Source: an optimization exercise on an open RTL-to-GDS flow (aim: small area, a short achievable clock period and few clock cycles). Production flows keep margins and buffers that such runs may drop. Function was checked by simulation only, so behaviour that the tests miss may differ from the original. The clock port is modelled as an ideal driver, which makes a skipped or thinned clock tree look cheaper than it is; a real chip needs a root buffer or a tree. Power and IR drop assume default switching activity.

red:
==> flow/design.v (excerpt) <==
module zre_rot (
    input  wire       clk,
    input  wire       rst,
    input  wire       start,
    input  wire [1:0] mode,
    input  wire [4:0] width,      
    input  wire [4:0] height,     
    input  wire       pix_valid,
    input  wire       pix,
    output reg        out_valid,
    output reg  [7:0] out_byte,
    output reg        out_last
);
Size in the first run: about 710 cells after synthesis, about 300 flip-flops, about 27 I/O pins.
export LEC_CHECK = 0
export CAP_MARGIN = 5
export CORE_MARGIN = 2
export CORE_UTILIZATION = 65
export PLACE_DENSITY = 0.75
export SLEW_MARGIN = 5
export SYNTH_MEMORY_MAX_BITS = 4096
export BUFFER_PORTS_ARGS = -buffer_cell sky130_fd_sc_hd__buf_2
export PRE_CTS_TCL = /design/flow/flow/manual_cts.tcl
export SETUP_SLACK_MARGIN = 6.5
create_clock -name core_clock -period 10.0 [get_ports {clk}]
standard.sh (not shown) runs the stock make flow with config.mk's settings and CLKGATE_MAP_FILE= SYNTH_SCRIPT=/design/flow/synth_recipe.tcl, a recipe that flattens the netlist after the stock synthesis.
==> flow/flow/run.sh <==
#!/bin/bash
# The standard ORFS layout (standard.sh: standard synthesis, floorplan,
# placement, CTS, routing) with a few settings of its steps changed:
#  - port buffers are plain buffers (buf_2) instead of the delay cells that
#    buffer_ports picks by itself,
#  - the clock tree is a balanced two-level tree of clkbuf_16 built by
#    flow/manual_cts.tcl (PRE_CTS_TCL) instead of TritonCTS,
#  - repair_timing aims at 6.5 ns of setup slack on the design's 10 ns clock
#    (the SDC is the standard flow's, unchanged).
# make's full output goes to standard.log; ORFS keeps each step's log under
# orfs/logs/.
set -euo pipefail
cat >> config.mk <<EOC
export BUFFER_PORTS_ARGS = -buffer_cell sky130_fd_sc_hd__buf_2
export PRE_CTS_TCL = $PWD/flow/manual_cts.tcl
export SETUP_SLACK_MARGIN = 6.5
EOC
bash standard.sh > standard.log 2>&1
Other scripts of this flow, unchanged in this note and not shown: flow/flow/manual_cts.tcl
red has completed all stages; timing, DRC and antenna checks passed.
Testbench counts of red, summed over its fixed seeds: cycles 92,706.
diff inputs: red => blue
-- flow/flow/run.sh --
<<< red, line 8
#  - repair_timing aims at 6.5 ns of setup slack on the design's 10 ns clock
>>> blue, line 8
#  - repair_timing aims at 7.35 ns of setup slack on the design's 10 ns clock
<<< red, line 16
export SETUP_SLACK_MARGIN = 6.5
>>> blue, line 16
export SETUP_SLACK_MARGIN = 7.35
export MATCH_CELL_FOOTPRINT = 0
-- flow/config.mk --
<<< red, line 16
export SETUP_SLACK_MARGIN = 6.5
>>> blue, line 16
export SETUP_SLACK_MARGIN = 7.35
export MATCH_CELL_FOOTPRINT = 0
Result for red and blue: all clean
Post-synthesis to final-layout area growth is lower on red
As far as routed wire length is concerned, red and blue perform about the same.
Looking only at met3 track utilization from global routing, and setting everything else aside, the higher value of red and blue goes to red.
Sequential standard cell area of blue is on par with red.
blue against red: synthesized-area fraction occupied by adder cells neither gained nor lost much, register share of total power lost 0.7 points, sequential portion of the cell area lost 1.0 points, power picked up an extra 1.4%, number of stages on the worst setup path lost 6.
In blue, the first-iteration DRC count came out about 1.6% below the value in red.
Relative to red, blue degrades final area.
The following lists how green was set up differently from blue:
-- flow/flow/run.sh --
<<< blue, line 8
#  - repair_timing aims at 7.35 ns of setup slack on the design's 10 ns clock
>>> green, line 8
#  - repair_timing aims at 7.25 ns of setup slack on the design's 10 ns clock
<<< blue, line 16
export SETUP_SLACK_MARGIN = 7.35
export MATCH_CELL_FOOTPRINT = 0
>>> green, line 16
export SETUP_SLACK_MARGIN = 7.25
-- flow/config.mk --
<<< blue, line 10
export CORE_UTILIZATION = 65
export PLACE_DENSITY = 0.75
>>> green, line 10
export CORE_UTILIZATION = 60
export PLACE_DENSITY = 0.7
<<< blue, line 16
export SETUP_SLACK_MARGIN = 7.35
export MATCH_CELL_FOOTPRINT = 0
>>> green, line 16
export SETUP_SLACK_MARGIN = 7.25
Findings:
Going from blue to green, the detailed placer's ending HPWL was found to have gone up by about 0.32%. green vs. blue: total detailed-routing wirelength increased 2.7%, via count of the first global-routing pass increased 70. green vs blue, most used routing layer in global routing: met2 vs met1.
No run of this note takes its clock network from TritonCTS; it comes from the design's own scripts or RTL.

========
Starting RTL as in the previous note.
Settings: LEC_CHECK=0, CAP_MARGIN=5, CORE_MARGIN=2, CORE_UTILIZATION=65, PLACE_DENSITY=0.75, SLEW_MARGIN=5, SYNTH_MEMORY_MAX_BITS=4096, BUFFER_PORTS_ARGS=-buffer_cell sky130_fd_sc_hd__buf_2, PRE_CTS_TCL=/design/flow/flow/manual_cts.tcl, SETUP_SLACK_MARGIN=7.5; clock period 10.0 ns.
==> flow/flow/run.sh <==
#!/bin/bash
# The standard ORFS layout (standard.sh: standard synthesis, floorplan,
# placement, CTS, routing) with a few settings of its steps changed:
#  - port buffers are plain buffers (buf_2) instead of the delay cells that
#    buffer_ports picks by itself,
#  - the clock tree is a balanced two-level tree of clkbuf_16 built by
#    flow/manual_cts.tcl (PRE_CTS_TCL) instead of TritonCTS,
#  - repair_timing aims at 7.5 ns of setup slack on the design's 10 ns clock
#    (the SDC is the standard flow's, unchanged).
# make's full output goes to standard.log; ORFS keeps each step's log under
# orfs/logs/.
set -euo pipefail
cat >> config.mk <<EOC
export BUFFER_PORTS_ARGS = -buffer_cell sky130_fd_sc_hd__buf_2
export PRE_CTS_TCL = $PWD/flow/manual_cts.tcl
export SETUP_SLACK_MARGIN = 7.5
EOC
bash standard.sh > standard.log 2>&1
==> flow/flow/manual_cts.tcl <==
# Clock tree for this design, used in place of TritonCTS (sourced as
# PRE_CTS_TCL by ORFS's cts.tcl, it replaces the clock_tree_synthesis command).
#
# Two buffer levels, both balanced: the register clock pins are split into
# NB2 clusters of (nearly) equal size by k-means, each driven by one leaf
# buffer at the cluster's centre; the leaf buffers are split the same way
# into NB1 groups, each driven by one mid buffer that the clock port drives.
# The clock port thus drives NB1 (<= 4) buffer inputs.
# Two-level clock tree: port -> NB1 mid buffers -> NB2 leaf buffers -> register clock pins.
proc kmeans {pts nb iters} {
  # pts: list of {x y}; returns list of assignments and centres
  set n [llength $pts]
  set sorted [lsort -real -index 0 $pts]
  set cx {}; set cy {}
  for {set k 0} {$k < $nb} {incr k} {
    set s [lindex $sorted [expr {int(($k + 0.5) * $n / $nb)}]]
    lappend cx [lindex $s 0]; lappend cy [lindex $s 1]
  }
  for {set iter 0} {$iter < $iters} {incr iter} {
    set assign {}
    foreach s $pts {
      set best 0; set bd 1e30
      for {set k 0} {$k < $nb} {incr k} {
        set d [expr {hypot([lindex $s 0]-[lindex $cx $k], [lindex $s 1]-[lindex $cy $k])}]
        if {$d < $bd} {set bd $d; set best $k}
      }
      lappend assign $best
    }
    set sx [lrepeat $nb 0.0]; set sy [lrepeat $nb 0.0]; set cnt [lrepeat $nb 0]
    foreach s $pts a $assign {
      lset sx $a [expr {[lindex $sx $a] + [lindex $s 0]}]
      lset sy $a [expr {[lindex $sy $a] + [lindex $s 1]}]
      lset cnt $a [expr {[lindex $cnt $a] + 1}]
    }
    for {set k 0} {$k < $nb} {incr k} {
      if {[lindex $cnt $k] > 0} {
        lset cx $k [expr {[lindex $sx $k] / [lindex $cnt $k]}]
        lset cy $k [expr {[lindex $sy $k] / [lindex $cnt $k]}]
      }
    }
  }
  return [list $assign $cx $cy $cnt]
}


proc balance {pts nb la lcx lcy lcnt extra} {
  # rebalance: greedy capacity-limited assignment to the k-means centres,
  # then recentre, a few rounds
  set n [llength $pts]
  set cap [expr {($n + $nb - 1) / $nb + $extra}]
  for {set round 0} {$round < 6} {incr round} {
    set triples {}
    set i 0
    foreach s $pts {
      for {set k 0} {$k < $nb} {incr k} {
        lappend triples [list [expr {hypot([lindex $s 0]-[lindex $lcx $k], [lindex $s 1]-[lindex $lcy $k])}] $i $k]
      }
      incr i
    }
    set la [lrepeat $n -1]
    set lcnt [lrepeat $nb 0]
    foreach t [lsort -real -index 0 $triples] {
      lassign $t d i k
      if {[lindex $la $i] >= 0 || [lindex $lcnt $k] >= $cap} continue
      lset la $i $k
      lset lcnt $k [expr {[lindex $lcnt $k] + 1}]
    }
    set sx [lrepeat $nb 0.0]; set sy [lrepeat $nb 0.0]
    foreach s $pts a $la {
      lset sx $a [expr {[lindex $sx $a] + [lindex $s 0]}]
      lset sy $a [expr {[lindex $sy $a] + [lindex $s 1]}]
    }
    for {set k 0} {$k < $nb} {incr k} {
      if {[lindex $lcnt $k] > 0} {
        lset lcx $k [expr {[lindex $sx $k] / [lindex $lcnt $k]}]
        lset lcy $k [expr {[lindex $sy $k] / [lindex $lcnt $k]}]
      }
    }
  }
  return [list $la $lcx $lcy $lcnt]
}

proc add_buf {block master name in_net cx cy} {
  set inst [odb::dbInst_create $block $master $name]
  set net [odb::dbNet_create $block "${name}_net"]
  $net setSigType CLOCK
  [$inst findITerm A] connect $in_net
  [$inst findITerm X] connect $net
  $inst setLocation [expr {int($cx)}] [expr {int($cy)}]
  $inst setPlacementStatus PLACED
  return $net
}

proc manual_cts2 {nb1 nb2 midbuf leafbuf} {
  set db [ord::get_db]
  set block [ord::get_db_block]
  set clk_net [$block findNet clk]
  $clk_net setSigType CLOCK
  set sinks {}; set pts {}
  foreach it [$clk_net getITerms] {
    set bb [[$it getInst] getBBox]
    lappend sinks $it
    lappend pts [list [expr {([$bb xMin]+[$bb xMax])/2.0}] [expr {([$bb yMin]+[$bb yMax])/2.0}]]
  }
  lassign [kmeans $pts $nb2 60] la lcx lcy lcnt
  lassign [balance $pts $nb2 $la $lcx $lcy $lcnt 1] la lcx lcy lcnt
  puts "manual_cts2: leaf cluster sizes $lcnt"
  set lpts {}
  for {set k 0} {$k < $nb2} {incr k} { lappend lpts [list [lindex $lcx $k] [lindex $lcy $k]] }
  lassign [kmeans $lpts $nb1 60] ma mcx mcy mcnt
  lassign [balance $lpts $nb1 $ma $mcx $mcy $mcnt 0] ma mcx mcy mcnt
  puts "manual_cts2: mid cluster sizes $mcnt"
  set mm [$db findMaster $midbuf]
  set lm [$db findMaster $leafbuf]
  for {set m 0} {$m < $nb1} {incr m} {
    set mnet($m) [add_buf $block $mm "clkbuf_mid_$m" $clk_net [lindex $mcx $m] [lindex $mcy $m]]
  }
  for {set k 0} {$k < $nb2} {incr k} {
    set lnet($k) [add_buf $block $lm "clkbuf_leaf_$k" $mnet([lindex $ma $k]) [lindex $lcx $k] [lindex $lcy $k]]
  }
  foreach it $sinks a $la {
    $it disconnect
    $it connect $lnet($a)
  }
}

set ::mcts_nb1 4
set ::mcts_nb2 12
rename clock_tree_synthesis __tritoncts_clock_tree_synthesis
proc clock_tree_synthesis {args} {
  manual_cts2 $::mcts_nb1 $::mcts_nb2 sky130_fd_sc_hd__clkbuf_16 sky130_fd_sc_hd__clkbuf_16
}
Testbench counts at the start, summed over its fixed seeds: cycles 92,706.
Change:
--- a/flow/flow/run.sh
+++ b/flow/flow/run.sh
@@ -8 +8 @@
-#  - repair_timing aims at 7.5 ns of setup slack on the design's 10 ns clock
+#  - repair_timing aims at 7.25 ns of setup slack on the design's 10 ns clock
@@ -16 +16 @@
-export SETUP_SLACK_MARGIN = 7.5
+export SETUP_SLACK_MARGIN = 7.25
--- a/flow/config.mk
+++ b/flow/config.mk
@@ -8 +8 @@
-export CAP_MARGIN = 5
+export CAP_MARGIN = 20
@@ -10,0 +11 @@
+export GPL_TIMING_DRIVEN = 1
@@ -12 +13 @@
-export SLEW_MARGIN = 5
+export SLEW_MARGIN = 20
@@ -16 +17 @@
-export SETUP_SLACK_MARGIN = 7.5
+export SETUP_SLACK_MARGIN = 7.25
Effect: Power falls by about 1.2%. Wire length fell by about 3.3%. Die area does not change. Setup slack gains 0.0085 ns. Combinational power went down by about 8%. Critical path depth is unchanged.
Change:
--- a/flow/config.mk
+++ b/flow/config.mk
@@ -8 +8 @@
-export CAP_MARGIN = 20
+export CAP_MARGIN = 5
@@ -11 +10,0 @@
-export GPL_TIMING_DRIVEN = 1
@@ -13 +12 @@
-export SLEW_MARGIN = 20
+export SLEW_MARGIN = 5
Result:
- wire length goes down by 0.32%
- area after synthesis stays the same
- die area stays the same
- final area is about the same
- clock power fell by about 1%
- worst hold slack is about the same
- final cell count stays flat
- setup slack is better by 0.012 ns
- first-iteration DRC count shrinks by 12%
Change:
--- a/flow/config.mk
+++ b/flow/config.mk
@@ -8 +8 @@
-export CAP_MARGIN = 5
+export CAP_MARGIN = 20
@@ -12 +12 @@
-export SLEW_MARGIN = 5
+export SLEW_MARGIN = 20
Via count does not change.
Combinational power stays flat.
First-iteration DRC count came out higher by roughly a tenth.
Change:
--- a/flow/flow/manual_cts.tcl
+++ b/flow/flow/manual_cts.tcl
@@ -128 +128 @@
-set ::mcts_nb2 12
+set ::mcts_nb2 10
--- a/flow/config.mk
+++ b/flow/config.mk
@@ -8 +8 @@
-export CAP_MARGIN = 20
+export CAP_MARGIN = 5
@@ -12 +12 @@
-export SLEW_MARGIN = 20
+export SLEW_MARGIN = 5
Result: Core utilization came out lower by 0.37 points; via count fell by 0.72%; power decreases by 1.9%; worst hold slack improves by 0.0048 ns; register-to-register slack improved by 0.05 ns; cell count went down by 0.31%; synthesized area does not change; wire length shrinks by 0.91%.
In every run of this note, the design's own scripts or RTL, not TritonCTS, make the clock network.

## what the ideal ports hide
The flow's constraints put no driver on any port. The routed layouts listed below were extracted and timed again, unchanged, in two steps.
Step 1, drivers: a clkbuf_16 drives clk and a buf_2 each remaining input, both assumed.
Step 2, shift: input delay + t, output delay - t, t = (earliest + latest rising clock arrival at the registers) / 2. This alone moves slack from input paths to output paths.
a / b / c = ideal / step 1 / step 2; a / b = the first two.
| run | shift t [ns] | slack for setup (ns) | latest minus earliest clock arrival (ns) |
|---|---|---|---|
| red | 0.396 | 6.993 / 6.993 / 6.993 | 0.027 / 0.028 |
| blue | 0.392 | 7.238 / 7.145 / 7.176 | 0.027 / 0.027 |
| green | 0.388 | 7.235 / 7.147 / 7.203 | 0.047 / 0.047 |
| the first run of note 2 | 0.387 | 7.226 / 7.140 / 7.183 | 0.031 / 0.032 |
| the second run of note 2 | 0.395 | 7.234 / 7.137 / 7.202 | 0.027 / 0.027 |
| the third run of note 2 | 0.393 | 7.247 / 7.151 / 7.193 | 0.019 / 0.019 |
| the fourth run of note 2 | 0.395 | 7.234 / 7.137 / 7.202 | 0.027 / 0.027 |
| the fifth run of note 2 | 0.400 | 7.235 / 7.142 / 7.185 | 0.033 / 0.034 |
After both steps setup and hold are still met in every run listed. For blue, which loses most, drivers alone change the setup slack by -0.093 ns; drivers and shift together by -0.062 ns.
